From an optimization exercise on the open Yosys and OpenROAD flow, aimed at small area, a short achievable clock period and few clock cycles; shortcuts taken in it are not production practice.
At most, simulation tests tie the RTL to the original design; equivalence was not proved.
The RTL of runs 1 to 4 was laid out without a check of its function.
No activity file was given, so power comes from the tool's default toggle rates.

**design.v**
```verilog
module mbcodec (
    input  wire        clk,
    input  wire        rst,           
    input  wire        cmd_valid,
    output wire        cmd_ready,
    input  wire [31:0] cmd,
    output reg         rsp_valid,
    output wire [3:0]  rsp_status,
    output wire [31:0] rsp_value,
    output reg         tx_valid,
    output reg  [7:0]  tx_data
);
    localparam [7:0] OPC_CRC_INIT    = 8'h01,
                     OPC_CRC_BYTE    = 8'h02,
                     OPC_CRC_READ    = 8'h03,
                     OPC_CRC_CHECK   = 8'h04,
                     OPC_ENC_RD      = 8'h10,
                     OPC_XCH_RD      = 8'h11,
                     OPC_DEC_BYTE    = 8'h20,
                     OPC_DEC_ABORT   = 8'h21,
                     OPC_DEC_RDBUF   = 8'h22,
                     OPC_DEC_STATUS  = 8'h23,
                     OPC_CFG_SETADDR = 8'h30,
                     OPC_CFG_GETADDR = 8'h31;
    localparam [2:0] RS_OK = 3'd0, RS_ILLEGAL = 3'd1, RS_ARG = 3'd2,
                     RS_BUSY = 3'd3, RS_NOT_READY = 3'd4;
    localparam [3:0] D_IDLE = 4'd0, D_AW_ADDR = 4'd1, D_AW_FUNC = 4'd2,
                     D_AW_B2 = 4'd3, D_AW_PAY = 4'd4, D_AW_CRCLO = 4'd5,
                     D_AW_CRCHI = 4'd6, D_AW_XCRCLO = 4'd7,
                     D_AW_XCRCHI = 4'd8, D_DONE = 4'd9, D_ERR = 4'd10;
    localparam [3:0] E_NONE = 4'd0, E_CRC = 4'd1, E_SIZE = 4'd2,
                     E_ADDR = 4'd3, E_FUNC = 4'd4, E_LEN = 4'd5,
                     E_DEVICE = 4'd6;
    function [15:0] crc_update;
        input [15:0] c;
        input [7:0]  b;
        integer k;
        reg [15:0] r;
        begin
            r = c ^ {8'h00, b};
            for (k = 0; k < 8; k = k + 1)
                r = r[0] ? ((r >> 1) ^ 16'hA001) : (r >> 1);
            crc_update = r;
        end
    endfunction
    function is_busy;
        input [3:0] s;
        is_busy = (s >= D_AW_ADDR) && (s <= D_AW_XCRCHI);
    endfunction
    reg [15:0] crc_acc;
    reg [7:0]  devaddr;
    reg [3:0]  dstate;
    reg [6:0]  expw;          
    reg        addr_ok;       
    reg        f83, f03;      
    reg [7:0]  hdr2;
    reg        len_ok;        
    reg [15:0] dcrc;
    reg [7:0]  pcnt;
    reg        rclo_ok;       
    reg [3:0]  errcls;
    reg [7:0]  excode;
    reg        stray;
    reg        rdy;           
    reg [2:0]  sc;            
    reg        ev;            
    reg [1:0]  ph;            
    wire acc = cmd_valid & rdy;
    assign cmd_ready = rdy;
    wire [7:0]  in_opc = cmd[31:24];
    wire [7:0]  in_b   = cmd[7:0];
    wire [15:0] in_s   = cmd[23:8];
    wire in_rn = (cmd[23:0]  == 24'd0);
    wire in_rb = (cmd[23:8]  == 16'd0);
    wire in_rh = (cmd[23:16] == 8'd0);
    wire in_init   = (in_opc == OPC_CRC_INIT)    && in_rn;
    wire in_cbyte  = (in_opc == OPC_CRC_BYTE)    && in_rb;
    wire in_cread  = (in_opc == OPC_CRC_READ)    && in_rn;
    wire in_ccheck = (in_opc == OPC_CRC_CHECK)   && in_rh;
    wire in_enc    = (in_opc == OPC_ENC_RD);
    wire in_xch    = (in_opc == OPC_XCH_RD);
    wire in_dbyte  = (in_opc == OPC_DEC_BYTE)    && in_rb;
    wire in_abort  = (in_opc == OPC_DEC_ABORT)   && in_rn;
    wire in_rdbuf  = (in_opc == OPC_DEC_RDBUF)   && in_rb;
    wire in_status = (in_opc == OPC_DEC_STATUS)  && in_rn;
    wire in_seta   = (in_opc == OPC_CFG_SETADDR) && in_rb;
    wire in_geta   = (in_opc == OPC_CFG_GETADDR) && in_rn;
    wire in_ill    = !(in_init | in_cbyte | in_cread | in_ccheck | in_enc | in_xch |
                       in_dbyte | in_abort | in_rdbuf | in_status | in_seta | in_geta);
    wire in_req_ok = (in_s <= 16'h1000) && (in_b >= 8'd1) && (in_b <= 8'h7D);
    wire [1:0] in_wait = in_b[1:0] - ph;
    wire [3:0] n_dstate;
    wire busy_eff    = ev ? is_busy(n_dstate) : is_busy(dstate);
    wire in_txbusy = in_xch && busy_eff;
    wire in_txarg  = (in_enc || in_xch) && !in_txbusy && !in_req_ok;
    wire in_sent   = (in_enc || in_xch) && !in_txbusy && in_req_ok;
    reg        o_init, o_cbyte, o_cread, o_ccheck, o_dbyte, o_abort,
               o_rdbuf, o_status, o_seta, o_geta, o_ill, o_txbusy, o_txarg,
               o_sent, o_arm;
    reg [15:0] qh;            
    reg [5:0]  qri;           
    reg        b_szbad;       
    reg        b_adbad;       
    always @(posedge clk) begin
        if (rdy) begin
            o_init   <= in_init;
            o_cbyte  <= in_cbyte;
            o_cread  <= in_cread;
            o_ccheck <= in_ccheck;
            o_dbyte  <= in_dbyte;
            o_abort  <= in_abort;
            o_rdbuf  <= in_rdbuf;
            o_status <= in_status;
            o_seta   <= in_seta;
            o_geta   <= in_geta;
            o_ill    <= in_ill;
            o_txbusy <= in_txbusy;
            o_txarg  <= in_txarg;
            o_sent   <= in_sent;
            o_arm    <= in_sent && in_xch;
            qh       <= cmd[15:0];
            b_szbad  <= (in_b == 8'd0) || (in_b > 8'hFA);
            b_adbad  <= (in_b == 8'd0) || (in_b > 8'hF7);
        end
        if (rdy && in_rdbuf)
            qri <= in_b[7:2];
    end
    wire [7:0] arg_b = qh[7:0];
    wire busy = is_busy(dstate);
    wire rd_fault = (dstate != D_DONE) || (arg_b >= pcnt);
    wire go       = ev && (!o_rdbuf || sc == 3'd0 || rd_fault);
    wire [8*63-1:0] taps;
    wire [7:0] rd_byte = taps[qri*8 +: 8];
    reg [15:0] x_crc_acc;
    reg [7:0]  x_devaddr;
    reg [3:0]  x_dstate;
    reg [6:0]  x_expw;
    reg        x_addr_ok, x_f83, x_f03, x_len_ok, x_rclo_ok, x_stray;
    reg [7:0]  x_hdr2, x_pcnt, x_excode;
    reg [15:0] x_dcrc;
    reg [3:0]  x_errcls;
    reg        pay_we;
    reg [2:0]  x_status;
    reg [25:0] x_value;
    assign n_dstate  = x_dstate;
    wire [15:0] dcrc_upd = crc_update(dcrc, arg_b);
    wire [15:0] acc_upd  = crc_update(crc_acc, arg_b);
    wire [25:0] cur_status = {busy, stray, pcnt, excode, errcls, dstate};
    wire [25:0] nxt_status = {is_busy(x_dstate), x_stray, x_pcnt, x_excode,
                              x_errcls, x_dstate};
    always @* begin
        x_crc_acc = crc_acc;
        x_devaddr = devaddr;
        x_dstate  = dstate;
        x_expw    = expw;
        x_addr_ok = addr_ok;
        x_f83     = f83;
        x_f03     = f03;
        x_hdr2    = hdr2;
        x_len_ok  = len_ok;
        x_dcrc    = dcrc;
        x_pcnt    = pcnt;
        x_rclo_ok = rclo_ok;
        x_errcls  = errcls;
        x_excode  = excode;
        x_stray   = stray;
        pay_we    = 1'b0;
        x_status  = RS_OK;
        x_value   = 26'd0;
        if (o_ill)    x_status = RS_ILLEGAL;
        if (o_txbusy) x_status = RS_BUSY;
        if (o_txarg)  x_status = RS_ARG;
        if (o_init) begin
            x_crc_acc = 16'hFFFF;
            x_value   = 26'h000FFFF;
        end
        if (o_cbyte) begin
            x_crc_acc = acc_upd;
            x_value   = {10'd0, acc_upd};
        end
        if (o_cread)
            x_value = {10'd0, crc_acc};
        if (o_ccheck)
            x_value = {25'd0, crc_acc == qh};
        if (o_arm) begin
            x_expw    = arg_b[6:0];
            x_dcrc    = 16'hFFFF;
            x_pcnt    = 8'd0;
            x_errcls  = E_NONE;
            x_excode  = 8'd0;
            x_stray   = 1'b0;
            x_dstate  = D_AW_ADDR;
        end
        if (o_dbyte) begin
            case (dstate)
                D_AW_ADDR: begin
                    x_addr_ok = (arg_b == devaddr);
                    x_dcrc    = dcrc_upd;
                    x_dstate  = D_AW_FUNC;
                end
                D_AW_FUNC: begin
                    x_f83    = (arg_b == 8'h83);
                    x_f03    = (arg_b == 8'h03);
                    x_dcrc   = dcrc_upd;
                    x_dstate = D_AW_B2;
                end
                D_AW_B2: begin
                    x_hdr2   = arg_b;
                    x_len_ok = (arg_b == {expw, 1'b0});
                    x_dcrc   = dcrc_upd;
                    if (!addr_ok) begin
                        x_errcls = E_ADDR;
                        x_dstate = D_ERR;
                    end else if (f83) begin
                        x_dstate = D_AW_XCRCLO;
                    end else if (!f03) begin
                        x_errcls = E_FUNC;
                        x_dstate = D_ERR;
                    end else if (b_szbad) begin
                        x_errcls = E_SIZE;
                        x_dstate = D_ERR;
                    end else begin
                        x_pcnt   = 8'd0;
                        x_dstate = D_AW_PAY;
                    end
                end
                D_AW_PAY: begin
                    pay_we = 1'b1;
                    x_dcrc = dcrc_upd;
                    x_pcnt = pcnt + 8'd1;
                    if (pcnt + 8'd1 == hdr2)
                        x_dstate = D_AW_CRCLO;
                end
                D_AW_CRCLO: begin
                    x_rclo_ok = (arg_b == dcrc[7:0]);
                    x_dstate  = D_AW_CRCHI;
                end
                D_AW_CRCHI: begin
                    if (!rclo_ok || arg_b != dcrc[15:8]) begin
                        x_errcls = E_CRC;
                        x_dstate = D_ERR;
                    end else if (!len_ok) begin
                        x_errcls = E_LEN;
                        x_dstate = D_ERR;
                    end else begin
                        x_dstate = D_DONE;
                    end
                end
                D_AW_XCRCLO: begin
                    x_rclo_ok = (arg_b == dcrc[7:0]);
                    x_dstate  = D_AW_XCRCHI;
                end
                D_AW_XCRCHI: begin
                    if (!rclo_ok || arg_b != dcrc[15:8]) begin
                        x_errcls = E_CRC;
                    end else begin
                        x_excode = hdr2;
                        x_errcls = E_DEVICE;
                    end
                    x_dstate = D_ERR;
                end
                default: begin       
                    x_stray = 1'b1;
                end
            endcase
            x_value = nxt_status;
        end
        if (o_abort) begin
            x_dstate = D_IDLE;
            x_dcrc   = 16'hFFFF;
            x_pcnt   = 8'd0;
            x_errcls = E_NONE;
            x_excode = 8'd0;
            x_stray  = 1'b0;
        end
        if (o_rdbuf) begin
            if (dstate != D_DONE)   x_status = RS_NOT_READY;
            else if (arg_b >= pcnt) x_status = RS_ARG;
            else                    x_value  = {18'd0, rd_byte};
        end
        if (o_status)
            x_value = cur_status;
        if (o_seta) begin
            if (busy)         x_status = RS_BUSY;
            else if (b_adbad) x_status = RS_ARG;
            else begin
                x_devaddr = arg_b;
                x_value   = {18'd0, arg_b};
            end
        end
        if (o_geta)
            x_value = {18'd0, devaddr};
    end
    reg [2:0]  tx_i;          
    reg [7:0]  f_shi, f_slo, f_words;
    reg [15:0] tcrc;          
    reg        tx_q;          
    wire [15:0] tcrc_upd = crc_update(tcrc, tx_data);
    wire        tx_last_rsp = tx_valid && (tx_i == 3'd6);
    wire        tx_load  = acc && in_sent;
    reg [7:0] tx_next;
    always @* begin
        case (tx_i)
            3'd0:    tx_next = 8'h03;
            3'd1:    tx_next = f_shi;
            3'd2:    tx_next = f_slo;
            3'd3:    tx_next = 8'h00;
            3'd4:    tx_next = f_words;
            3'd5:    tx_next = tcrc_upd[7:0];
            default: tx_next = tcrc[15:8];
        endcase
    end
    always @(posedge clk) begin
        if (rst) begin
            tx_valid <= 1'b0;
            tx_i     <= 3'd0;
            tx_q     <= 1'b0;
        end else if (tx_q) begin
            tx_valid <= 1'b1;
            tx_i     <= 3'd0;
            tx_q     <= 1'b0;
        end else begin
            if (tx_load) tx_q <= 1'b1;
            if (tx_valid) begin
                tx_i <= tx_i + 3'd1;
                if (tx_i == 3'd7) tx_valid <= 1'b0;
            end
        end
    end
    always @(posedge clk) begin
        if (tx_load) begin
            f_shi   <= in_s[15:8];
            f_slo   <= in_s[7:0];
            f_words <= in_b;
            tcrc    <= 16'hFFFF;
        end else if (tx_valid && tx_i < 3'd6)
            tcrc <= tcrc_upd;
        if (tx_q)
            tx_data <= devaddr;
        else if (tx_valid)
            tx_data <= tx_next;
    end
    reg [2:0]  rsp_st;
    reg [25:0] rsp_val;
    assign rsp_status = {1'b0, rsp_st};
    assign rsp_value  = {6'd0, rsp_val};
    reg [2:0] sc_next;
    always @* begin
        if (acc)
            sc_next = in_sent ? 3'd7 :
                      (in_rdbuf ? {1'b0, in_wait} : 3'd0);
        else if (ev && o_rdbuf && rd_fault)
            sc_next = 3'd0;
        else if (sc != 3'd0)
            sc_next = sc - 3'd1;
        else
            sc_next = 3'd0;
    end
    always @(posedge clk) begin
        rsp_st  <= tx_last_rsp ? RS_OK : x_status;
        rsp_val <= tx_last_rsp ? {10'd0, tcrc} : x_value;
        if (rst) begin
            rdy       <= 1'b1;
            sc        <= 3'd0;
            ev        <= 1'b0;
            rsp_valid <= 1'b0;
        end else begin
            rdy       <= (sc_next == 3'd0);
            sc        <= sc_next;
            ev        <= acc || (ev && !go);
            rsp_valid <= (go && !o_sent) || tx_last_rsp;
        end
    end
    always @(posedge clk) begin
        if (rst) begin
            crc_acc <= 16'hFFFF;
            devaddr <= 8'h01;
            dstate  <= D_IDLE;
            dcrc    <= 16'hFFFF;
            pcnt    <= 8'd0;
            errcls  <= E_NONE;
            excode  <= 8'd0;
            stray   <= 1'b0;
        end else if (ev) begin
            crc_acc <= x_crc_acc;
            devaddr <= x_devaddr;
            dstate  <= x_dstate;
            dcrc    <= x_dcrc;
            pcnt    <= x_pcnt;
            errcls  <= x_errcls;
            excode  <= x_excode;
            stray   <= x_stray;
        end
        if (ev) begin
            expw    <= x_expw;
            hdr2    <= x_hdr2;
            addr_ok <= x_addr_ok;
            f83     <= x_f83;
            f03     <= x_f03;
            len_ok  <= x_len_ok;
            rclo_ok <= x_rclo_ok;
        end
    end
    wire pay_w     = ev && pay_we;
    wire first_pay = pay_w && (pcnt == 8'd0);
    always @(posedge clk) begin
        if (rst)            ph <= 2'd0;
        else if (first_pay) ph <= 2'd0;
        else                ph <= ph + 2'd1;
    end
    reg [3:0] pv;
    reg [7:0] pd [0:3];
    reg [5:0] pr [0:3];
    wire       wr_en   = pv[ph];
    wire [7:0] wr_data = pd[ph];
    wire [5:0] wr_ring = pr[ph];
    integer j;
    always @(posedge clk) begin
        for (j = 0; j < 4; j = j + 1) begin
            if (rst)
                pv[j] <= 1'b0;
            else if (pay_w && pcnt[1:0] == j)
                pv[j] <= 1'b1;
            else if (ph == j)
                pv[j] <= 1'b0;
        end
        if (pay_w) begin
            pd[pcnt[1:0]] <= arg_b;
            pr[pcnt[1:0]] <= pcnt[7:2];
        end
    end
    genvar g;
    generate
        for (g = 0; g < 62; g = g + 1) begin : ring4
            reg [7:0] s0, s1, s2, s3;
            always @(posedge clk) begin
                s0 <= (wr_en && wr_ring == g) ? wr_data : s3;
                s1 <= s0;
                s2 <= s1;
                s3 <= s2;
            end
            assign taps[g*8 +: 8] = s0;
        end
        begin : ring2
            reg [7:0] s0, s1;
            always @(posedge clk) begin
                s0 <= (wr_en && wr_ring == 6'd62) ? wr_data : s1;
                s1 <= s0;
            end
            assign taps[62*8 +: 8] = s0;
        end
    endgenerate
endmodule
```
**config.mk**
```make
export PLATFORM = sky130hd
export DESIGN_NAME = mbcodec
export DESIGN_NICKNAME = mbcodec
export VERILOG_FILES = /design/flow/design.v
export SDC_FILE = /design/flow/constraint.sdc
export NUM_CORES = 4
export LEC_CHECK = 0
export CAP_MARGIN = 20
export CORE_MARGIN = 2
export CORE_UTILIZATION = 40
export SETUP_SLACK_MARGIN = 5
export SLEW_MARGIN = 20
```
**run.sh**
```bash
#!/bin/bash
# synth_recipe.tcl (not shown) runs the flow's synth.tcl, then flattens the netlist and writes it again
# the make line also repeats each setting of config.mk as NAME=value (left out here)
make -C /OpenROAD-flow-scripts/flow DESIGN_CONFIG=/design/flow/config.mk WORK_HOME=/design/flow/orfs CLKGATE_MAP_FILE= SYNTH_SCRIPT=/design/flow/synth_recipe.tcl finish
```
**constraint.sdc**
```tcl
create_clock -name core_clock -period 8.0 [get_ports {clk}]
set_input_delay 1.6000 -clock core_clock [delete_from_list [all_inputs] [get_ports {clk}]]
set_output_delay 1.6000 -clock core_clock [all_outputs]
set_load 0.01 [all_outputs]
```
==> reports/results.ini, run 1 <==
[outcome]
status = timing/DRC/antenna clean

[drt]
drc = 0
drt-total-wl_mm = 152
drt_pass1_iterations = 7
dr.first_iter.drc_count = 2744
ant_nets = 0
avgViaCountPerCell = 4.86
vias = 34844
wl_per_cell_um = 21.2

[finish]
area_delta_synth_final_pct = 19.6
multiInputGateArea_um2 = 16200
nFillCells = 13664
fin_nets = 4980
final_util = 0.480
layout-drive-gt1-share = 0.212
ff_latch_area_um2 = 47100

[timing]
tightest_slew_ns = 1.06
slew_headroom = 0.292
setup_tns_ns = 0
rsz0062_at_grt = true
setup_viol = 0
slew_viol_final = 0
period_share = 0.415
final-hold-violation-count = 0
clock.fmax_mhz = 301
clock_skew_ns = 0.0808
finalCriticalPeriod_ns = 3.32

[setup_path]
cp-end-kind = register
crit_top_cell = buf_12
critPathKind = reg -> reg
cpPeakStageDelay_ns = 0.52
crit_path_cell_trace = buf_12, buf_16, buf_12, buf_16, buf_12, buf_6, mux4_2, nor2_2, a21oi_2, a21oi_2, o22ai_2, a2111oi_4, buf_4, o21ai_2, a31o_2
worstPathArrival_ns = 4.00
required_ns = 8.68
slowest_stage = a2111oi_4
cp_max_fo = 6
cp-start-kind = register

[synthesis]
postSynthCellCount = 4689
synth_edf_count = 147
synth_flop_cell = dfxtp_1
ys_seq_area_frac = 0.740
synth_cell_types = 83
ys_warn_count = 1
ys_ff_latch = 2274
async_flop_share = 0
avgSynthCellArea_um2 = 13.5
syn-cell-area_um2 = 63500

[worst_hold_path]
hold_path_class = reg -> reg

[clock_tree]
cts.path.max_buffers = 3
cts_tree = yes
cts.reportedPaths.clkPinSlew_ns = 0.06
cts_sinks = 2274
cts_buffers = 204
ctsHoldBuffers = 0
cts_root_buffer = clkbuf_16
cts_htree_levels = 4
clkLatencyLatePin_ns = 0.86

[placed_design]
io_buffers = 74
place.gp.congestion = 0.886
post-dp-hpwl_mm = 91.6

[power_and_ir_drop]
irDropWorstVdd_mv = 0.253
p_leak_nw = 28.7
power_density_nw_per_um2 = 291

[floorplan]
io_pins = 82
start_util = 0.402
row_count = 146
core_area_um2 = 158000
die_area_um2 = 162000
fp.dieW_um = 402
die_y_um = 402

[grt]
grt_pass1_wl_mm = 225
antenna_found_initial = 9
grt_overflow = 0
grt_usage = 0.186
grt_pass1_vias = 34641
grt_max_degree = 83

[flow_run]
maxCapViolCount = 0

==> metal layers <==
layer / vias to the layer above / track usage / routed length (um)
met5: - / 0 / 13
met4: 2 / 0.0617 / 4080
met3: 265 / 0.0405 / 9810
met2: 943 / 0.279 / 66100
met1: 17051 / 0.266 / 71800
li1: 16583 / - / -
==> critical path: cells and delay by family, from the launching register on <==
kind,cells,cell delay (ns)
DFF,1,0.41
muxes,1,0.42
and+or+nand+nor,1,0.13
buffers and inverters,7,1.05
AOI/OAI and AO/OA,6,1.17
==> through the flow <==
stage	cell area, um2	worst slack, ns	hold slack, ns	instances	power, mW
after floorplan	63500	4.19	0.310	4695	12.0
after global placement	66400	3.10	0.310	6666	12.2
after detailed placement	66400	3.15	0.312	6666	12.2
after CTS	75400	4.70	0.267	7139	22.2
after global routing	75900	4.63	0.278	7167	22.7
final	75900	4.68	0.267	7173	22.1
==> worst paths after layout <==
kind	start	endpoint	slack, ns	cells past startpoint
worst max-delay path	qri[0]	rsp_val[2]	4.68	15
worst min-delay path	ring4[10].s1[4]	ring4[10].s2[4]	0.27	0
worst max register to register	qri[0]	rsp_val[2]	4.68	15
worst min register to register	ring4[10].s1[4]	ring4[10].s2[4]	0.27	0
==> area by class of cell <==
cell class | instances | share of cell area
diodes | 6 | 0.000198
clock buffers | 307 | 0.0803
clock inverters | 78 | 0.0147
inverters | 50 | 0.00270
multi-input cells | 2143 | 0.213
flip-flops and latches | 2274 | 0.620
well taps | 2072 | 0.0341
repair buffers | 242 | 0.0345
repair inverters | 1 | 0.0000989
==> timing repair <==
action,4_1_cts,5_1_grt
endpoints found under the hold margin,0,0
buffers inserted,72,27
gates cloned,16,1
setup endpoints to repair,588,359
pin swaps,29,30
resized for setup,401,77
==> synthesized netlist by cell type, types with 8 or more instances <==
master,count,share of area
dfxtp_1,2127,0.67
nand2_1,518,0.031
o21ai_0,399,0.031
clkbuf_1,175,0.010
mux2_2,162,0.029
nor2_1,160,0.0095
mux4_2,157,0.056
edfxtp_1,147,0.070
a21oi_1,120,0.0095
xnor2_1,93,0.013
nor3_1,52,0.0041
inv_1,49,0.0029
nand2b_1,42,0.0041
mux2i_1,37,0.0058
o22ai_1,32,0.0032
ha_1,29,0.0057
buf_2,27,0.0021
nand3_1,27,0.0021
a22oi_1,25,0.0030
a221oi_1,22,0.0030
nor3b_1,16,0.0019
a211oi_1,14,0.0017
buf_1,14,0.00083
buf_4,13,0.0015
nand4_1,13,0.0013
nor2b_1,12,0.0012
o21a_1,12,0.0014
xor2_1,12,0.0017
a31oi_1,11,0.0011
and2_1,11,0.0011
or2_2,11,0.0011
o21ai_1,10,0.00079
a21o_1,9,0.0011
o211ai_1,9,0.0011
o31ai_1,8,0.00095
or4_1,8,0.00095
==> cells by family after synthesis <==
family / synth area share
AOI/OAI and AO/OA: 0.0666
xor gates and xnor gates: 0.0152
adders and majority gates: 0.00572
buffers and inverters: 0.0182
DFF: 0.740
muxes: 0.0905
other: 0.0000591
and+or+nand+nor: 0.0634
==> power breakdown <==
part           internal (mW)  total [mW]  switching, mW
logic                  0.136       0.456          0.320
registers               11.5        11.5         0.0476
clock network           5.79        10.1           4.31
total                   17.4        22.1           4.68
==> placed cells by master (no fill, tap or decap), types with 21 or more instances in the layout <==
cell type     n
dfxtp_1    2104
nand2_1     465
o21ai_0     396
clkbuf_16   207
mux2_2      162
mux4_2      157
edfxtp_1    147
nor2_1      130
a21oi_1     115
buf_4       109
xnor2_1      91
clkbuf_8     54
nand2_2      52
nor3_1       48
clkbuf_1     46
inv_1        45
nand2b_1     42
mux2i_1      36
o22ai_1      31
clkinv_2     31
ha_1         27
buf_6        27
nand3_1      24
a22oi_1      24
buf_2        22
buf_12       21
==> flip-flops by register name, indices dropped and copies added, names as in the netlist, 16 cells and up <==
register	flops
ring4.s2	496
pd	32
ring4.s3	496
pr	24
tcrc	16
crc_acc	16
qh	16
rsp_val	26
ring4.s1	496
ring4.s0	496
dcrc	16
==> run 2, diff against run 1 <==
--- a/config.mk
+++ b/config.mk
@@ -8,5 +8,6 @@
 export CAP_MARGIN = 20
 export CORE_MARGIN = 2
-export CORE_UTILIZATION = 40
+export CORE_UTILIZATION = 65
+export PLACE_DENSITY = 0.75
 export SETUP_SLACK_MARGIN = 5
 export SLEW_MARGIN = 20
==> reports/results.ini, run 2 <==
[outcome]
status = timing/DRC/antenna clean

[timing]
hold_ws_ns = 0.310  ; +0.0428 ns
rsz0062_at_grt = true
slew_viol_final = 0  ; unchanged
slew_headroom = 0.287  ; -0.00513
tightest_slew_ns = 1.07  ; +0.00757 ns
setup_viol = 0  ; unchanged
final-hold-violation-count = 0  ; unchanged
clock.fmax_mhz = 291  ; -3.2%
setup_tns_ns = 0  ; unchanged
period_share = 0.429  ; +0.0139
finalCriticalPeriod_ns = 3.43  ; +0.111 ns
clock_skew_ns = 0.0364  ; -0.0444 ns

[drt]
avgViaCountPerCell = 5.68  ; +17%
dr.first_iter.drc_count = 3439  ; +25%
vias = 35915  ; +3.1%
drt_pass1_iterations = 6  ; -1
ant_nets = 0  ; unchanged
drt-total-wl_mm = 151  ; -0.73%
drc = 0  ; unchanged
wl_per_cell_um = 23.8  ; +13%

[placed_design]
place.gp.congestion = 0.922  ; +4.1%
placed_cell_area_um2 = 65500  ; -1.5%
io_buffers = 74  ; unchanged
post-dp-hpwl_mm = 86.1  ; -6.1%

[floorplan]
row_count = 114  ; -22%
die_area_um2 = 100000  ; -38%
start_util = 0.656  ; +0.255
fp.dieW_um = 317  ; -21%
core_area_um2 = 96700  ; -39%
die_y_um = 317  ; -21%
io_pins = 82  ; unchanged

[setup_path]
critPathTopFamily = compound AO/OA/AOI/OAI gates
critPathBufInv = 3  ; -4
critPathKind = reg -> reg
cp-start-kind = register
crit_path_cell_trace = buf_12, xnor2_1, nand4_1, buf_6, o41a_1, o41ai_4, o32ai_2, or4b_4, clkinvlp_4
cp_max_fo = 8  ; +2
regToRegEndpoint = f_words[4]
reg2reg_depth = 9  ; -6
cpPeakStageDelay_ns = 0.73  ; +0.21 ns
r2r_setup_slack_ns = 4.57  ; -0.11 ns
worstPathArrival_ns = 3.91  ; -0.09 ns
rr_startpoint = qh[3]
slowest_stage = or4b_4
cp-end-kind = register
required_ns = 8.48  ; -0.20 ns

[synthesis]
synthTopCellsByCount = dfxtp_1, nand2_1, o21ai_0
avgSynthCellArea_um2 = 13.5  ; unchanged
synth_edf_count = 147  ; unchanged
syn-cell-area_um2 = 63500  ; unchanged
async_flop_share = 0  ; unchanged
ys_seq_area_frac = 0.740  ; unchanged
postSynthCellCount = 4689  ; unchanged
synth_cell_types = 83  ; unchanged
synth_flop_cell = dfxtp_1
yosys.area.top_type = dfxtp_1
ys_warn_count = 1  ; unchanged
synth.area.top_cells = dfxtp_1, edfxtp_1, mux4_2
synth_top_area_share = 0.671  ; unchanged
ys_ff_latch = 2274  ; unchanged
synth_most_common_cell = dfxtp_1

[clock_tree]
cts_root_buffer = clkbuf_16
cts_buffers = 198  ; -2.9%
cts.reportedPaths.clkPinSlew_ns = 0.06  ; about the same
cts.path.max_buffers = 3  ; unchanged
clkLatencyLatePin_ns = 0.80  ; -0.06 ns
cts_tree = yes
cts_htree_levels = 4  ; unchanged
cts_sinks = 2274  ; unchanged

[finish]
layout_commonest_cell = dfxtp_1
area_delta_synth_final_pct = 16.6
fin_area_um2 = 74000  ; -2.5%
layout-drive-gt1-share = 0.202  ; -0.0107
fin_nets = 4955  ; -0.50%
final_util = 0.765  ; +0.285
nFillCells = 5666  ; -59%
layout_common_cells = dfxtp_1, nand2_1, o21ai_0

[worst_hold_path]
hp-start = ring4[21].s1[5]
holdPathStages = 0  ; unchanged
hold_end = ring4[21].s2[5]
hold_path_class = reg -> reg

[grt]
grt_usage = 0.300  ; +0.115
grt_max_degree = 83  ; unchanged
antenna_found_initial = 5  ; -4
grt_pass1_vias = 35744  ; +3.2%
grt_pass1_wl_mm = 223  ; -0.53%
grt_overflow = 0  ; unchanged

[power_and_ir_drop]
p_leak_nw = 28.3  ; -1.2%
irDropWorstVdd_mv = 0.227  ; -11%
power_density_nw_per_um2 = 292  ; +0.37%

[flow_run]
maxCapViolCount = 0  ; unchanged

[run 2: cell counts after synthesis]
Identical to the previous run, type by type.
[run 2: cell type report]
cell class                      count  area (um2)  area share
Antenna cell                        1        2.50   0.0000338
Clock buffer                      294        5970      0.0807
Clock inverter                     62         662     0.00894
Inverter                           50         198     0.00267
Multi-Input combinational cell   2143       16200       0.219
Sequential cell                  2274       47000       0.636
Tap cell                         1276        1600      0.0216
Timing Repair Buffer              221        2280      0.0308
Timing Repair inverter              3        22.5    0.000304
[run 2: kinds of logic after synthesis]
kind of cell               synth area share
DFF                                   0.740
and+or+nand+nor                      0.0634
AOI/OAI and AO/OA                    0.0666
muxes                                0.0905
buffers and inverters                0.0182
xor gates and xnor gates             0.0152
adders and majority gates           0.00572
other                             0.0000591
[run 2: timing repair]
action	in CTS	in global routing
cloned	17	2
resized for setup	306	90
hold buffers	0	0
pin swaps	34	19
buffers inserted	43	35
setup endpoints to repair	562	435
[run 2: how the worst max path moves through the flow]
stage               slack (ns)  cells after the start          to    start
global route              4.48                      9  f_words[0]    qh[3]
detailed placement        3.28                      7  f_words[4]   cmd[9]
CTS                       4.67                     10  f_words[4]  pcnt[1]
finish                    4.57                      9  f_words[4]    qh[3]
floorplan                 4.19                      7    f_shi[0]  cmd[17]
global placement          3.33                      7  f_words[4]   cmd[9]
[run 2: per-layer routing]
metal	vias to the layer above	wire, um	GRT usage
met3	334	10900	0.0602
met4	2	5460	0.122
met1	17705	65200	0.418
met2	1381	69200	0.467
li1	16493	-	-
met5	-	10	0
[run 2: stage by stage]
stage	cells	setup slack (ns)	power (mW)
floorplan	4695	4.19	12.0
global placement	5869	3.33	12.2
detailed placement	5870	3.28	12.2
CTS	6286	4.67	21.6
global route	6323	4.48	22.1
finish	6324	4.57	21.6
[run 2: worst reg2reg max path, delay by kind of cell (launching register included)]
family | cells | cell delay (ns)
AOI/OAI and AO/OA | 3 | 1.15
and+or+nand+nor | 2 | 0.86
buffers and inverters | 3 | 0.54
DFF | 1 | 0.44
xor gates and xnor gates | 1 | 0.12
[run 2: power breakdown]
group          internal (mW)  switching, mW
registers               11.5         0.0464
logic                  0.146          0.314
clock network           5.49           4.13
total                   17.1           4.49
==> run 3, diff against run 2 <==
--- a/design.v
+++ b/design.v
@@ -65,5 +65,8 @@
     reg [2:0]  sc;            
     reg        ev;            
-    reg [1:0]  ph;            
+    localparam RB = 3;                   
+    localparam RL = 1 << RB;
+    localparam NR = 248 / RL;            
+    reg [RB-1:0] ph;          
     wire acc = cmd_valid & rdy;
     assign cmd_ready = rdy;
@@ -89,15 +92,11 @@
                        in_dbyte | in_abort | in_rdbuf | in_status | in_seta | in_geta);
     wire in_req_ok = (in_s <= 16'h1000) && (in_b >= 8'd1) && (in_b <= 8'h7D);
-    wire [1:0] in_wait = in_b[1:0] - ph;
-    wire [3:0] n_dstate;
-    wire busy_eff    = ev ? is_busy(n_dstate) : is_busy(dstate);
-    wire in_txbusy = in_xch && busy_eff;
-    wire in_txarg  = (in_enc || in_xch) && !in_txbusy && !in_req_ok;
-    wire in_sent   = (in_enc || in_xch) && !in_txbusy && in_req_ok;
+    wire [RB-1:0] in_wait = in_b[RB-1:0] - ph;
+    wire in_txok   = (in_enc || in_xch) && in_req_ok;
     reg        o_init, o_cbyte, o_cread, o_ccheck, o_dbyte, o_abort,
-               o_rdbuf, o_status, o_seta, o_geta, o_ill, o_txbusy, o_txarg,
-               o_sent, o_arm;
-    reg [15:0] qh;            
-    reg [5:0]  qri;           
+               o_rdbuf, o_status, o_seta, o_geta, o_ill, o_txarg,
+               o_enc, o_xch, o_xany;
+    reg [23:0] qh;            
+    reg [7-RB:0] qri;         
     reg        b_szbad;       
     reg        b_adbad;       
@@ -115,20 +114,22 @@
             o_geta   <= in_geta;
             o_ill    <= in_ill;
-            o_txbusy <= in_txbusy;
-            o_txarg  <= in_txarg;
-            o_sent   <= in_sent;
-            o_arm    <= in_sent && in_xch;
-            qh       <= cmd[15:0];
+            o_txarg  <= (in_enc || in_xch) && !in_req_ok;
+            o_enc    <= in_enc && in_req_ok;
+            o_xch    <= in_xch && in_req_ok;
+            o_xany   <= in_xch;
+            qh       <= cmd[23:0];
             b_szbad  <= (in_b == 8'd0) || (in_b > 8'hFA);
             b_adbad  <= (in_b == 8'd0) || (in_b > 8'hF7);
         end
         if (rdy && in_rdbuf)
-            qri <= in_b[7:2];
+            qri <= in_b[7:RB];
     end
     wire [7:0] arg_b = qh[7:0];
     wire busy = is_busy(dstate);
     wire rd_fault = (dstate != D_DONE) || (arg_b >= pcnt);
+    wire xbusy    = o_xany && busy;              
+    wire sent     = o_enc || (o_xch && !busy);   
     wire go       = ev && (!o_rdbuf || sc == 3'd0 || rd_fault);
-    wire [8*63-1:0] taps;
+    wire [8*(NR+1)-1:0] taps;
     wire [7:0] rd_byte = taps[qri*8 +: 8];
     reg [15:0] x_crc_acc;
@@ -168,7 +169,7 @@
         x_status  = RS_OK;
         x_value   = 26'd0;
-        if (o_ill)    x_status = RS_ILLEGAL;
-        if (o_txbusy) x_status = RS_BUSY;
-        if (o_txarg)  x_status = RS_ARG;
+        if (o_ill)   x_status = RS_ILLEGAL;
+        if (o_txarg) x_status = RS_ARG;
+        if (xbusy)   x_status = RS_BUSY;
         if (o_init) begin
             x_crc_acc = 16'hFFFF;
@@ -182,6 +183,6 @@
             x_value = {10'd0, crc_acc};
         if (o_ccheck)
-            x_value = {25'd0, crc_acc == qh};
-        if (o_arm) begin
+            x_value = {25'd0, crc_acc == qh[15:0]};
+        if (o_xch && !busy) begin
             x_expw    = arg_b[6:0];
             x_dcrc    = 16'hFFFF;
@@ -293,18 +294,16 @@
     end
     reg [2:0]  tx_i;          
-    reg [7:0]  f_shi, f_slo, f_words;
     reg [15:0] tcrc;          
-    reg        tx_q;          
     wire [15:0] tcrc_upd = crc_update(tcrc, tx_data);
     wire        tx_last_rsp = tx_valid && (tx_i == 3'd6);
-    wire        tx_load  = acc && in_sent;
+    wire        tx_load  = ev && sent;
     reg [7:0] tx_next;
     always @* begin
         case (tx_i)
             3'd0:    tx_next = 8'h03;
-            3'd1:    tx_next = f_shi;
-            3'd2:    tx_next = f_slo;
+            3'd1:    tx_next = qh[23:16];
+            3'd2:    tx_next = qh[15:8];
             3'd3:    tx_next = 8'h00;
-            3'd4:    tx_next = f_words;
+            3'd4:    tx_next = qh[7:0];
             3'd5:    tx_next = tcrc_upd[7:0];
             default: tx_next = tcrc[15:8];
@@ -315,26 +314,18 @@
             tx_valid <= 1'b0;
             tx_i     <= 3'd0;
-            tx_q     <= 1'b0;
-        end else if (tx_q) begin
+        end else if (tx_load) begin
             tx_valid <= 1'b1;
             tx_i     <= 3'd0;
-            tx_q     <= 1'b0;
-        end else begin
-            if (tx_load) tx_q <= 1'b1;
-            if (tx_valid) begin
-                tx_i <= tx_i + 3'd1;
-                if (tx_i == 3'd7) tx_valid <= 1'b0;
-            end
+        end else if (tx_valid) begin
+            tx_i <= tx_i + 3'd1;
+            if (tx_i == 3'd7) tx_valid <= 1'b0;
         end
     end
     always @(posedge clk) begin
-        if (tx_load) begin
-            f_shi   <= in_s[15:8];
-            f_slo   <= in_s[7:0];
-            f_words <= in_b;
-            tcrc    <= 16'hFFFF;
-        end else if (tx_valid && tx_i < 3'd6)
+        if (tx_load)
+            tcrc <= 16'hFFFF;
+        else if (tx_valid && tx_i < 3'd6)
             tcrc <= tcrc_upd;
-        if (tx_q)
+        if (tx_load)
             tx_data <= devaddr;
         else if (tx_valid)
@@ -348,7 +339,6 @@
     always @* begin
         if (acc)
-            sc_next = in_sent ? 3'd7 :
-                      (in_rdbuf ? {1'b0, in_wait} : 3'd0);
-        else if (ev && o_rdbuf && rd_fault)
+            sc_next = in_txok ? 3'd7 : (in_rdbuf ? in_wait : 3'd0);
+        else if (ev && ((o_rdbuf && rd_fault) || xbusy))
             sc_next = 3'd0;
         else if (sc != 3'd0)
@@ -369,5 +359,5 @@
             sc        <= sc_next;
             ev        <= acc || (ev && !go);
-            rsp_valid <= (go && !o_sent) || tx_last_rsp;
+            rsp_valid <= (go && !sent) || tx_last_rsp;
         end
     end
@@ -405,48 +395,46 @@
     wire first_pay = pay_w && (pcnt == 8'd0);
     always @(posedge clk) begin
-        if (rst)            ph <= 2'd0;
-        else if (first_pay) ph <= 2'd0;
-        else                ph <= ph + 2'd1;
+        if (rst)            ph <= {RB{1'b0}};
+        else if (first_pay) ph <= {RB{1'b0}};
+        else                ph <= ph + 1'b1;
     end
-    reg [3:0] pv;
-    reg [7:0] pd [0:3];
-    reg [5:0] pr [0:3];
-    wire       wr_en   = pv[ph];
-    wire [7:0] wr_data = pd[ph];
-    wire [5:0] wr_ring = pr[ph];
+    reg [RL-1:0] pv;
+    reg [7:0]    pd [0:RL-1];
+    wire [7:0]    pcm1    = pcnt - 8'd1;
+    wire          wr_en   = pv[ph];
+    wire [7:0]    wr_data = pd[ph];
+    wire [7-RB:0] wr_ring = pcm1[7:RB] - {{(7-RB){1'b0}}, (ph > pcm1[RB-1:0])};
     integer j;
     always @(posedge clk) begin
-        for (j = 0; j < 4; j = j + 1) begin
+        for (j = 0; j < RL; j = j + 1) begin
             if (rst)
                 pv[j] <= 1'b0;
-            else if (pay_w && pcnt[1:0] == j)
+            else if (pay_w && pcnt[RB-1:0] == j)
                 pv[j] <= 1'b1;
             else if (ph == j)
                 pv[j] <= 1'b0;
         end
-        if (pay_w) begin
-            pd[pcnt[1:0]] <= arg_b;
-            pr[pcnt[1:0]] <= pcnt[7:2];
-        end
+        if (pay_w)
+            pd[pcnt[RB-1:0]] <= arg_b;
     end
     genvar g;
     generate
-        for (g = 0; g < 62; g = g + 1) begin : ring4
-            reg [7:0] s0, s1, s2, s3;
+        for (g = 0; g < NR; g = g + 1) begin : ring
+            reg [7:0] s [0:RL-1];
+            integer i;
             always @(posedge clk) begin
-                s0 <= (wr_en && wr_ring == g) ? wr_data : s3;
-                s1 <= s0;
-                s2 <= s1;
-                s3 <= s2;
+                s[0] <= (wr_en && wr_ring == g) ? wr_data : s[RL-1];
+                for (i = 1; i < RL; i = i + 1)
+                    s[i] <= s[i-1];
             end
-            assign taps[g*8 +: 8] = s0;
+            assign taps[g*8 +: 8] = s[0];
         end
         begin : ring2
             reg [7:0] s0, s1;
             always @(posedge clk) begin
-                s0 <= (wr_en && wr_ring == 6'd62) ? wr_data : s1;
+                s0 <= (wr_en && wr_ring == NR) ? wr_data : s1;
                 s1 <= s0;
             end
-            assign taps[62*8 +: 8] = s0;
+            assign taps[NR*8 +: 8] = s0;
         end
     endgenerate
--- a/config.mk
+++ b/config.mk
@@ -8,6 +8,6 @@
 export CAP_MARGIN = 20
 export CORE_MARGIN = 2
-export CORE_UTILIZATION = 65
-export PLACE_DENSITY = 0.75
+export CORE_UTILIZATION = 40
+export CTS_BUF_LIST = sky130_fd_sc_hd__clkbuf_4 sky130_fd_sc_hd__clkbuf_8
 export SETUP_SLACK_MARGIN = 5
 export SLEW_MARGIN = 20
==> reports/results.ini, run 3 <==
[worst_hold_path]
holdPathStages = 0  ; unchanged
hold_path_class = reg -> reg

[setup_path]
worstPathArrival_ns = 4.23  ; +0.32 ns
required_ns = 8.79  ; +0.31 ns
cp_max_fo = 8  ; unchanged
reg2reg_depth = 13  ; +4
cp-end-kind = register
critPathKind = reg -> reg
cp-start-kind = register

[synthesis]
ys_seq_area_frac = 0.788  ; +0.0481
avgSynthCellArea_um2 = 15.4  ; +14%
synth_edf_count = 138  ; -6.1%
synth_top_area_share = 0.719  ; +0.0478
synth_compound_gate_area_share = 0.0360  ; -0.0305
synth_cell_types = 84  ; +1.2%
synthMuxAreaShare = 0.0914  ; +0.000892
synth_most_common_cell = dfxtp_1
async_flop_share = 0  ; unchanged
synth.area.top_cells = dfxtp_1, edfxtp_1, mux2_2
postSynthCellCount = 3844  ; -18%
synthSimpleGateAreaFrac = 0.0464  ; -0.0170
ys_warn_count = 33  ; +32
ys_ff_latch = 2269  ; -0.22%
yosys.area.top_type = dfxtp_1
synth_xor_area_frac = 0.0173  ; +0.00209
synthAdderAreaFrac = 0.00856  ; +0.00284
syn-cell-area_um2 = 59400  ; -6.5%
synth_top_family_by_area = multiplexers
synthTopCellsByCount = dfxtp_1, mux2_2, nand2_1
synth_flop_cell = dfxtp_1

[drt]
wl_per_cell_um = 19.0  ; -20%
ant_nets = 0  ; unchanged
drc = 0  ; unchanged
dr.first_iter.drc_count = 2002  ; -42%
drt_pass1_iterations = 6  ; unchanged
avgViaCountPerCell = 4.63  ; -19%
drt-total-wl_mm = 123  ; -19%
vias = 29836  ; -17%

[timing]
clock.fmax_mhz = 290  ; -0.24%
finalCriticalPeriod_ns = 3.44  ; +0.00841 ns
setup_tns_ns = 0  ; unchanged
period_share = 0.430  ; +0.00105
slew_headroom = 0.238  ; -0.0489
final-hold-violation-count = 0  ; unchanged
slew_viol_final = 0  ; unchanged
setup_viol = 0  ; unchanged
clock_skew_ns = 0.0865  ; +0.0501 ns
rsz0062_at_grt = true
tightest_slew_ns = 1.14  ; +0.0746 ns

[grt]
grt_pass1_wl_mm = 182  ; -19%
grt_max_degree = 85  ; +2.4%
antenna_found_initial = 5  ; unchanged
grt_usage = 0.159  ; -0.142
grt_overflow = 0  ; unchanged
grt_pass1_vias = 29637  ; -17%

[finish]
area_delta_synth_final_pct = 22.3
layout_commonest_cell = dfxtp_1
final_util = 0.492  ; -0.273
fin_nets = 4355  ; -12%
layout-drive-gt1-share = 0.285  ; +0.0836
largest_register = ring.s
largest_reg_flops = 1984
layout_common_cells = dfxtp_1, clkbuf_8, mux2_4

[clock_tree]
clkLatencyLatePin_ns = 0.98  ; +0.18 ns
ctsHoldBuffers = 0  ; unchanged
cts_root_buffer = clkbuf_8
cts_tree = yes
cts_sinks = 2269  ; -0.22%
cts_buffers = 351  ; +77%
cts.path.max_buffers = 4  ; +1
cts.reportedPaths.clkPinSlew_ns = 0.06  ; about the same
cts_htree_levels = 5  ; +1

[power_and_ir_drop]
power_density_nw_per_um2 = 299  ; +2.4%
clkPwrFrac = 0.449  ; +0.003
power.internal_mw = 17.3  ; +1.0%
switching_share = 0.204  ; -0.00420
combPwrFrac = 0.020  ; about the same
seqPwrFrac = 0.531  ; -0.002
power.switching_mw = 4.42  ; -1.5%
irDropWorstVdd_mv = 0.173  ; -24%
p_leak_nw = 28.7  ; +1.4%

[floorplan]
fp.dieW_um = 389  ; +23%
start_util = 0.403  ; -0.254
row_count = 141  ; +24%
core_area_um2 = 147000  ; +53%
die_area_um2 = 152000  ; +51%
io_pins = 82  ; unchanged
die_y_um = 389  ; +23%

[outcome]
status = timing/DRC/antenna clean

[placed_design]
io_buffers = 74  ; unchanged
post-dp-hpwl_mm = 70.8  ; -18%
place.gp.congestion = 0.878  ; -4.8%

[flow_run]
maxCapViolCount = 0  ; unchanged

==> run 3: critical path: stages, from the launching register on <==
cell and delay, ns:
dfxtp_4 0.36, clkinvlp_4 0.15, ha_4 0.29, ha_4 0.27, a21o_1 0.11, a21oi_1 0.06, a31oi_1 0.17, ha_2 0.24
ha_4 0.22, or4_4 0.52, mux2i_4 0.20, buf_12 0.16, nand3_4 0.20, mux2_4 0.36
==> run 3: through the flow <==
step                      instances  area (um2)  hold slack, ns  setup slack, ns  total power [mW]
after CTS                      6405       71900           0.225             4.61              22.0
after detailed placement       5756       63200           0.312             3.78              12.2
after floorplan                3850       60300           0.310             4.58              12.0
final                          6447       72600           0.236             4.56              21.7
after global routing           6447       72600           0.238             4.49              22.5
after global placement         5756       63200           0.310             3.79              12.2
==> run 3: what timing repair did <==
| item | in CTS | in global routing |
|---|---|---|
| resized for setup | 345 | 73 |
| hold endpoints to repair | 0 | 0 |
| cloned | 6 | 2 |
| endpoints found under the setup margin | 357 | 363 |
| pin swaps | 38 | 16 |
| setup buffers | 59 | 34 |
==> run 3: layout make-up <==
cell class | instances | area (um2)
timing repair buffer | 216 | 2450
clock buffer | 535 | 6690
fill | 12303 | 74900
antenna | 6 | 15.0
inverter | 35 | 143
multi-input combinational | 1407 | 13500
tap | 1930 | 2410
sequential | 2269 | 46900
clock inverter | 49 | 546
==> run 3: per-layer routing <==
metal	wire length [um]	up-vias	global-route usage	share of wire
met1	58500	14571	0.225	0.48
met3	6570	271	0.0325	0.054
met5	0	-	0	0
met4	4310	0	0.0725	0.035
met2	53100	891	0.234	0.43
li1	-	14103	-	-
==> run 3: worst paths after layout <==
path,startpoint,endpoint,slack (ns)
setup reg to reg,pcnt[0],ring[19].s[0][1],4.56
setup / recovery,pcnt[0],ring[19].s[0][1],4.56
hold / removal,ring[16].s[5][1],ring[16].s[6][1],0.24
hold reg to reg,ring[16].s[5][1],ring[16].s[6][1],0.24
==> run 3: cell families (layout without fill, tap and decap cells) <==
kind of cell | count (synthesis) | count (layout)
compound gates | 319 | 319
xor+xnor | 110 | 110
fa+ha+maj | 40 | 40
buf+inv | 175 | 835
flops | 2269 | 2269
mux | 387 | 387
other cells | 1 | 13
simple gates | 543 | 544
==> run 3: power by group through the flow <==
stage	Sequential, mW	Combinational, mW	Clock (mW)
finish	11.5	0.432	9.75
global route	11.5	0.469	10.5
CTS	11.5	0.430	10.0
detailed placement	11.8	0.421	0
global placement	11.8	0.421	0
floorplan	11.7	0.274	0
==> run 4, diff against run 3 <==
--- a/config.mk
+++ b/config.mk
@@ -9,5 +9,4 @@
 export CORE_MARGIN = 2
 export CORE_UTILIZATION = 40
-export CTS_BUF_LIST = sky130_fd_sc_hd__clkbuf_4 sky130_fd_sc_hd__clkbuf_8
 export SETUP_SLACK_MARGIN = 5
 export SLEW_MARGIN = 20
==> reports/results.ini, run 4 <==
[outcome]
status = timing/DRC/antenna clean

[grt]
antenna_found_initial = 1  ; -4
grt_usage = 0.156  ; -0.00253
grt_pass1_vias = 28810  ; -2.8%
grt_overflow = 0  ; unchanged
grt_pass1_wl_mm = 180  ; -1.2%
grt_max_degree = 85  ; unchanged

[clock_tree]
cts_buffers = 206  ; -41%
cts_root_buffer = clkbuf_16
cts_tree = yes
cts_sinks = 2269  ; unchanged
clkLatencyLatePin_ns = 0.80  ; -0.18 ns
cts.path.max_buffers = 3  ; -1
cts_htree_levels = 4  ; -1
cts.reportedPaths.clkPinSlew_ns = 0.06  ; about the same

[synthesis]
ys_warn_count = 33  ; unchanged
synth_cell_types = 84  ; unchanged
yosys.area.top_type = dfxtp_1
syn-cell-area_um2 = 59400  ; unchanged
synth_flop_cell = dfxtp_1
postSynthCellCount = 3844  ; unchanged
synth_top_area_share = 0.719  ; unchanged
async_flop_share = 0  ; unchanged
ys_ff_latch = 2269  ; unchanged
synthTopCellsByCount = dfxtp_1, mux2_2, nand2_1
synth_edf_count = 138  ; unchanged
synth_most_common_cell = dfxtp_1
synth.area.top_cells = dfxtp_1, edfxtp_1, mux2_2
avgSynthCellArea_um2 = 15.4  ; unchanged
ys_seq_area_frac = 0.788  ; unchanged

[timing]
slew_viol_final = 0  ; unchanged
slew_headroom = 0.252  ; +0.0135
tightest_slew_ns = 1.12  ; -0.0203 ns
clock.fmax_mhz = 297  ; +2.2%
hold_ws_ns = 0.300  ; +0.0639 ns
clock_skew_ns = 0.0380  ; -0.0485 ns
period_share = 0.421  ; -0.00925
rsz0062_at_grt = true
finalCriticalPeriod_ns = 3.37  ; -0.0740 ns
final-hold-violation-count = 0  ; unchanged
setup_tns_ns = 0  ; unchanged
setup_viol = 0  ; unchanged

[power_and_ir_drop]
irDropWorstVdd_mv = 0.226  ; +31%
power_density_nw_per_um2 = 303  ; +1.4%
p_leak_nw = 28.3  ; -1.7%

[floorplan]
io_pins = 82  ; unchanged
start_util = 0.403  ; unchanged
core_area_um2 = 147000  ; unchanged
die_y_um = 389  ; unchanged
fp.dieW_um = 389  ; unchanged
die_area_um2 = 152000  ; unchanged
row_count = 141  ; unchanged

[finish]
fin_area_um2 = 72300  ; -0.49%
largest_reg_flops = 1984  ; unchanged
layout_commonest_cell = dfxtp_1
largest_register = ring.s
fin_nets = 4204  ; -3.5%
layout-drive-gt1-share = 0.238  ; -0.0476
area_delta_synth_final_pct = 21.7
nFillCells = 12293  ; -0.081%
layout_common_cells = dfxtp_1, clkbuf_16, mux2_4

[placed_design]
place.gp.congestion = 0.878  ; unchanged
io_buffers = 74  ; unchanged
placed_cell_area_um2 = 63200  ; unchanged
post-dp-hpwl_mm = 70.8  ; unchanged

[setup_path]
required_ns = 8.68  ; -0.11 ns
crit_top_cell = ha_4
worstPathArrival_ns = 4.05  ; -0.18 ns
rr_startpoint = pcnt[0]
slowest_stage = or4_4
cp_max_fo = 8  ; unchanged
cp-end-kind = register
setup.worst_path.start = pcnt[0]
r2r_setup_slack_ns = 4.63  ; +0.07 ns
cp-start-kind = register
cpPeakStageDelay_ns = 0.52  ; about the same
critPathKind = reg -> reg
crit_path_cell_trace = clkinvlp_4, ha_4, xnor2_1, ha_1, a21oi_2, a31oi_2, ha_4, ha_4, or4_4, mux2i_4, buf_4, nand3_4, mux2_2

[drt]
drc = 0  ; unchanged
vias = 28987  ; -2.8%
ant_nets = 0  ; unchanged
avgViaCountPerCell = 4.65  ; +0.46%
drt-total-wl_mm = 120  ; -2.0%
dr.first_iter.drc_count = 1997  ; -0.25%
drt_pass1_iterations = 5  ; -1
wl_per_cell_um = 19.3  ; +1.4%

[flow_run]
maxCapViolCount = 0  ; unchanged

[worst_hold_path]
hold_path_class = reg -> reg
hp-start = ring[14].s[3][1]

==> run 4: power by group <==
part	internal, mW	switching [mW]	total, mW	leakage [nW]
Sequential	11.5	0.0617	11.5	18.5
Clock	5.79	4.17	9.96	3.46
Combinational	0.171	0.260	0.432	6.28
==> run 4: final cells by class <==
| class | instances | area (um2) | share of cell area |
|---|---|---|---|
| multi-input cells | 1407 | 13500 | 0.187 |
| diodes | 2 | 5.00 | 0.0000693 |
| clock buffers | 303 | 6070 | 0.0841 |
| well taps | 1930 | 2410 | 0.0334 |
| clock inverters | 79 | 1020 | 0.0141 |
| flip-flops and latches | 2269 | 46800 | 0.648 |
| inverters | 35 | 143 | 0.00197 |
| repair buffers | 210 | 2220 | 0.0308 |
==> run 4: cell families after synthesis <==
group | Yosys count | share of synthesized area
AO/OA/AOI/OAI | 319 | 0.0360
XOR/XNOR | 110 | 0.0173
adder cells (fa/ha/maj) | 40 | 0.00856
buffers and inverters | 175 | 0.0118
flip-flops | 2269 | 0.788
multiplexers | 387 | 0.0914
other | 1 | 0.0000632
AND/OR/NAND/NOR | 543 | 0.0464
==> run 4: timing repair <==
| item | 4_1_cts | 5_1_grt |
|---|---|---|
| hold buffers | 0 | 0 |
| pin swaps | 38 | 29 |
| setup endpoints to repair | 383 | 335 |
| buffers inserted | 68 | 20 |
| cloned | 5 | 2 |
| resized for setup | 332 | 56 |
==> run 4: worst max-delay path, delay by kind of cell, from the launching register on <==
kind | cells | cell delay (ns)
xor+xnor | 1 | 0.12
buf+inv | 2 | 0.34
mux | 2 | 0.51
simple gates | 2 | 0.70
fa+ha+maj | 4 | 0.93
flops | 1 | 0.36
compound gates | 2 | 0.26
==> run 4: worst paths after layout <==
check | end | depth (start not counted)
max reg2reg | ring[3].s[0][6] | 13
max | ring[3].s[0][6] | 13
min reg2reg | ring[14].s[4][1] | 0
min | ring[14].s[4][1] | 0
==> run 4: through the flow <==
stage	instances	total power, mW	util	setup WS [ns]
4_1_cts	6211	22.1	0.487	4.65
5_1_grt	6233	22.6	0.490	4.54
3_3_place_gp	5756	12.2	0.428	3.79
3_5_place_dp	5756	12.2	0.428	3.78
2_1_floorplan	3850	12.0	-	4.58
6_report	6235	21.9	0.490	4.63
==> run 4: per-layer routing <==
layer | global-route usage | routed length [um] | part of all wire
met4 | 0.0548 | 3210 | 0.027
met1 | 0.227 | 58500 | 0.49
met5 | 0 | 0 | 0
met3 | 0.0271 | 5760 | 0.048
met2 | 0.235 | 52700 | 0.44
==> run 5, diff against run 4 <==
--- a/design.v
+++ b/design.v
@@ -92,5 +92,5 @@
                        in_dbyte | in_abort | in_rdbuf | in_status | in_seta | in_geta);
     wire in_req_ok = (in_s <= 16'h1000) && (in_b >= 8'd1) && (in_b <= 8'h7D);
-    wire [RB-1:0] in_wait = in_b[RB-1:0] - ph;
+    wire [RB-1:0] in_wait = in_b[RB-1:0] + 1'b1 - ph;
     wire in_txok   = (in_enc || in_xch) && in_req_ok;
     reg        o_init, o_cbyte, o_cread, o_ccheck, o_dbyte, o_abort,
@@ -402,7 +402,12 @@
     reg [7:0]    pd [0:RL-1];
     wire [7:0]    pcm1    = pcnt - 8'd1;
-    wire          wr_en   = pv[ph];
-    wire [7:0]    wr_data = pd[ph];
-    wire [7-RB:0] wr_ring = pcm1[7:RB] - {{(7-RB){1'b0}}, (ph > pcm1[RB-1:0])};
+    reg           wr_en;
+    reg  [7:0]    wr_data;
+    reg  [7-RB:0] wr_ring;
+    always @(posedge clk) begin
+        wr_en   <= pv[ph];
+        wr_data <= pd[ph];
+        wr_ring <= pcm1[7:RB] - {{(7-RB){1'b0}}, (ph > pcm1[RB-1:0])};
+    end
     integer j;
     always @(posedge clk) begin
--- a/config.mk
+++ b/config.mk
@@ -9,4 +9,6 @@
 export CORE_MARGIN = 2
 export CORE_UTILIZATION = 40
+export CTS_CLUSTER_DIAMETER = 60
+export CTS_CLUSTER_SIZE = 32
 export SETUP_SLACK_MARGIN = 5
 export SLEW_MARGIN = 20
==> reports/results.ini, run 5 <==
[outcome]
status = timing/DRC/antenna clean

[grt]
grt_pass1_vias = 27226  ; -5.5%
grt_overflow = 0  ; unchanged
grt_use_met3 = 0.0235  ; -0.00361
grt_max_degree = 87  ; +2.4%
grt_usage = 0.153  ; -0.00290
grt_use_met1 = 0.220  ; -0.00630
antenna_found_initial = 5  ; +4
grtUsageMet2 = 0.237  ; +0.00207
grt_pass1_wl_mm = 175  ; -2.7%
top_usage_layer = met2

[flow_run]
maxCapViolCount = 0  ; unchanged

[synthesis]
synth_top_area_share = 0.720  ; +0.00105
synth_cell_types = 82  ; -2.4%
avgSynthCellArea_um2 = 15.3  ; -0.83%
ys_warn_count = 33  ; unchanged
synthTopCellsByCount = dfxtp_1, mux2_2, nand2_1
synth.area.top_cells = dfxtp_1, edfxtp_1, mux2_2
yosys.area.top_type = dfxtp_1
synth_flop_cell = dfxtp_1
ys_ff_latch = 2283  ; +0.62%
ys_seq_area_frac = 0.789  ; about the same
synth_most_common_cell = dfxtp_1
async_flop_share = 0  ; unchanged
postSynthCellCount = 3896  ; +1.4%
synth_edf_count = 138  ; unchanged
syn-cell-area_um2 = 59700  ; +0.51%

[timing]
setup_viol = 0  ; unchanged
fin_ws_ns = 4.98  ; +0.350 ns
period_share = 0.377  ; -0.0437
rsz0062_at_grt = true
setup_tns_ns = 0  ; unchanged
final-hold-violation-count = 0  ; unchanged
hold_ws_ns = 0.299  ; -0.000959 ns
clock.fmax_mhz = 331  ; +12%
slew_viol_final = 0  ; unchanged
finalCriticalPeriod_ns = 3.02  ; -0.350 ns
clock_skew_ns = 0.0331  ; -0.00491 ns
slew_headroom = 0.267  ; +0.0151
tightest_slew_ns = 1.10  ; -0.0241 ns

[placed_design]
place.gp.congestion = 0.887  ; +0.99%
io_buffers = 74  ; unchanged
placed_cell_area_um2 = 62600  ; -0.87%
post-dp-hpwl_mm = 73.1  ; +3.3%
dpl_worst_slack_ns = 3.67  ; -0.114 ns
place_inst = 5805  ; +0.85%

[setup_path]
cpPeakStageDelay_ns = 0.55  ; +0.03 ns
worstPathArrival_ns = 3.67  ; -0.38 ns
critPathKind = in -> reg
slowest_stage = or4_4
cp_max_fo = 6  ; -2
crit_top_cell = or4_4
required_ns = 8.65  ; -0.03 ns
cp-start-kind = primary input
cp-end-kind = register
crit_path_cell_trace = buf_6, or4_4, or4_4, nor3_4, nand2_1, a211oi_2, a31oi_1, o211a_1

[power_and_ir_drop]
switching_share = 0.225  ; +0.0203
clkPwrFrac = 0.371  ; -0.084
p_total_mw = 19.0  ; -13%
combPwrFrac = 0.021  ; about the same
power_density_nw_per_um2 = 282  ; -7.0%
irDropWorstVdd_mv = 0.194  ; -14%
p_leak_nw = 26.3  ; -6.8%
power.internal_mw = 14.8  ; -15%
power.switching_mw = 4.29  ; -4.4%
seqPwrFrac = 0.609  ; +0.083

[floorplan]
die_area_um2 = 152000  ; +0.50%
fp.dieW_um = 390  ; +0.25%
start_util = 0.404  ; +0.00109
die_y_um = 390  ; +0.25%
row_count = 141  ; unchanged
io_pins = 82  ; unchanged
core_area_um2 = 148000  ; +0.24%

[finish]
fin_nets = 4105  ; -2.4%
layout_commonest_cell = dfxtp_1
final_util = 0.457  ; -0.0331
fin_area_um2 = 67600  ; -6.5%
diodes = 0  ; -2
layout_common_cells = dfxtp_1, mux2_2, nand2_1
largest_register = ring.s
layout-drive-gt1-share = 0.191  ; -0.0464
area_delta_synth_final_pct = 13.2
nFillCells = 12959  ; +5.4%
final_cells = 6049  ; -3.0%
largest_reg_flops = 1984  ; unchanged

[drt]
drt_pass1_iterations = 5  ; unchanged
vias = 28187  ; -2.8%
ant_nets = 0  ; unchanged
wl_per_cell_um = 19.6  ; +1.6%
drt-total-wl_mm = 118  ; -1.4%
avgViaCountPerCell = 4.66  ; +0.23%
dr.first_iter.drc_count = 1961  ; -1.8%
drc = 0  ; unchanged

[clock_tree]
cts.path.max_buffers = 3  ; unchanged
clkLatencyLatePin_ns = 0.77  ; -0.03 ns
cts.reportedPaths.clkPinSlew_ns = 0.11  ; +0.05 ns
cts_tree = yes
cts_buffers = 112  ; -46%
cts_sinks = 2283  ; +0.62%
cts_htree_levels = 3  ; -1
cts_root_buffer = clkbuf_16

[worst_hold_path]
hold_path_class = reg -> reg

run 5: cell types whose count changed after synthesis, moves of 14 or more:
cell     previous run  this run
dfxtp_1          2131      2145
buf_2               7        21
nand2_1           147       181
buf_1              25         9
mux4_2             98        83
run 5: cell type report:
cell class	instances	area [um2]	share of cell area
sequential	2283	47200	0.698
multi-input combinational	1423	12100	0.179
clock buffer	124	2930	0.0434
tap	1930	2410	0.0357
timing repair buffer	165	1560	0.0231
clock inverter	80	1230	0.0182
inverter	44	165	0.00244
run 5: worst max-delay path: cells and delay by family:
kind                   cells  cell delay, ns
AO/OA/AOI/OAI              3            0.45
buffers and inverters      1            0.09
AND/OR/NAND/NOR            4            1.51
run 5: cells by family after synthesis:
logic type | count (synthesis) | synth area share
simple gates | 570 | 0.0477
mux | 371 | 0.0870
fa+ha+maj | 41 | 0.00860
flops | 2283 | 0.789
buf+inv | 196 | 0.0137
compound gates | 319 | 0.0353
xor+xnor | 115 | 0.0185
other cells | 1 | 0.0000628
run 5: layer usage:
| metal | part of all wire | vias up |
|---|---|---|
| li1 | - | 13499 |
| met1 | 0.49 | 13850 |
| met2 | 0.44 | 673 |
| met3 | 0.047 | 163 |
| met4 | 0.026 | 2 |
| met5 | 0.000059 | - |
run 5: path summary, 6_finish.rpt:
check / cells past startpoint / end / slack, ns / start
max: 8 / rdy / 4.98 / cmd[17]
min: 0 / ring[26].s[5][7] / 0.30 / ring[26].s[4][7]
max reg2reg: 7 / rsp_val[0] / 5.05 / qri[4]
min reg2reg: 0 / ring[26].s[5][7] / 0.30 / ring[26].s[4][7]
run 5: timing repair:
action                     4_1_cts  5_1_grt
pin swaps                       10       20
setup buffers                   19       14
hold buffers                     0        0
setup endpoints to repair      120       60
gates cloned                     5        2
gates resized for setup        280       49
run 5: power groups by stage:
stage | Clock, mW | Sequential (mW) | Combinational (mW)
after detailed placement | 0 | 11.9 | 0.394
after floorplan | 0 | 11.8 | 0.263
after CTS | 7.23 | 11.6 | 0.397
after global placement | 0 | 11.9 | 0.393
final | 7.06 | 11.6 | 0.394
after global routing | 7.64 | 11.6 | 0.429
Testbench counts of run 5, summed over its fixed seeds: cycles 167,621.

==> what the ideal ports hide <==
No port has a modelled driver above. Below, the same layouts with a new extraction and two added sets of constraints. Step 1 (the two cells are an assumption about what drives the block):
set clk [get_ports {clk}]
set_driving_cell -lib_cell sky130_fd_sc_hd__clkbuf_16 $clk
set_driving_cell -lib_cell sky130_fd_sc_hd__buf_2 [delete_from_list [all_inputs] $clk]
Step 2 times the ports against the registers' clock, not the clock port: input delays grow and output delays shrink by t, the midpoint of the rising clock arrivals with the driver on. Three values: ideal, step 1, step 2; two values: the first two.
| run | t (ns) | slack for setup (ns) | worst setup path at the end | slew at the worst register clock pin (ns) | worst data-port slew with drivers (ns) |
|---|---|---|---|---|---|
| run 1 | 0.899 | 4.677 / 4.677 / 3.894 | input to register | 0.07 / 0.07 | 0.13 |
| run 2 | 0.851 | 4.565 / 4.565 / 3.874 | input to register | 0.07 / 0.07 | 0.04 |
| run 3 | 1.013 | 4.557 / 4.557 / 4.062 | input to register | 0.07 / 0.07 | 0.04 |
| run 4 | 0.863 | 4.631 / 4.631 / 4.229 | input to register | 0.07 / 0.07 | 0.04 |
| run 5 | 0.822 | 4.981 / 4.957 / 4.198 | input to register | 0.11 / 0.11 | 0.04 |
After both steps every run listed still meets setup and hold.
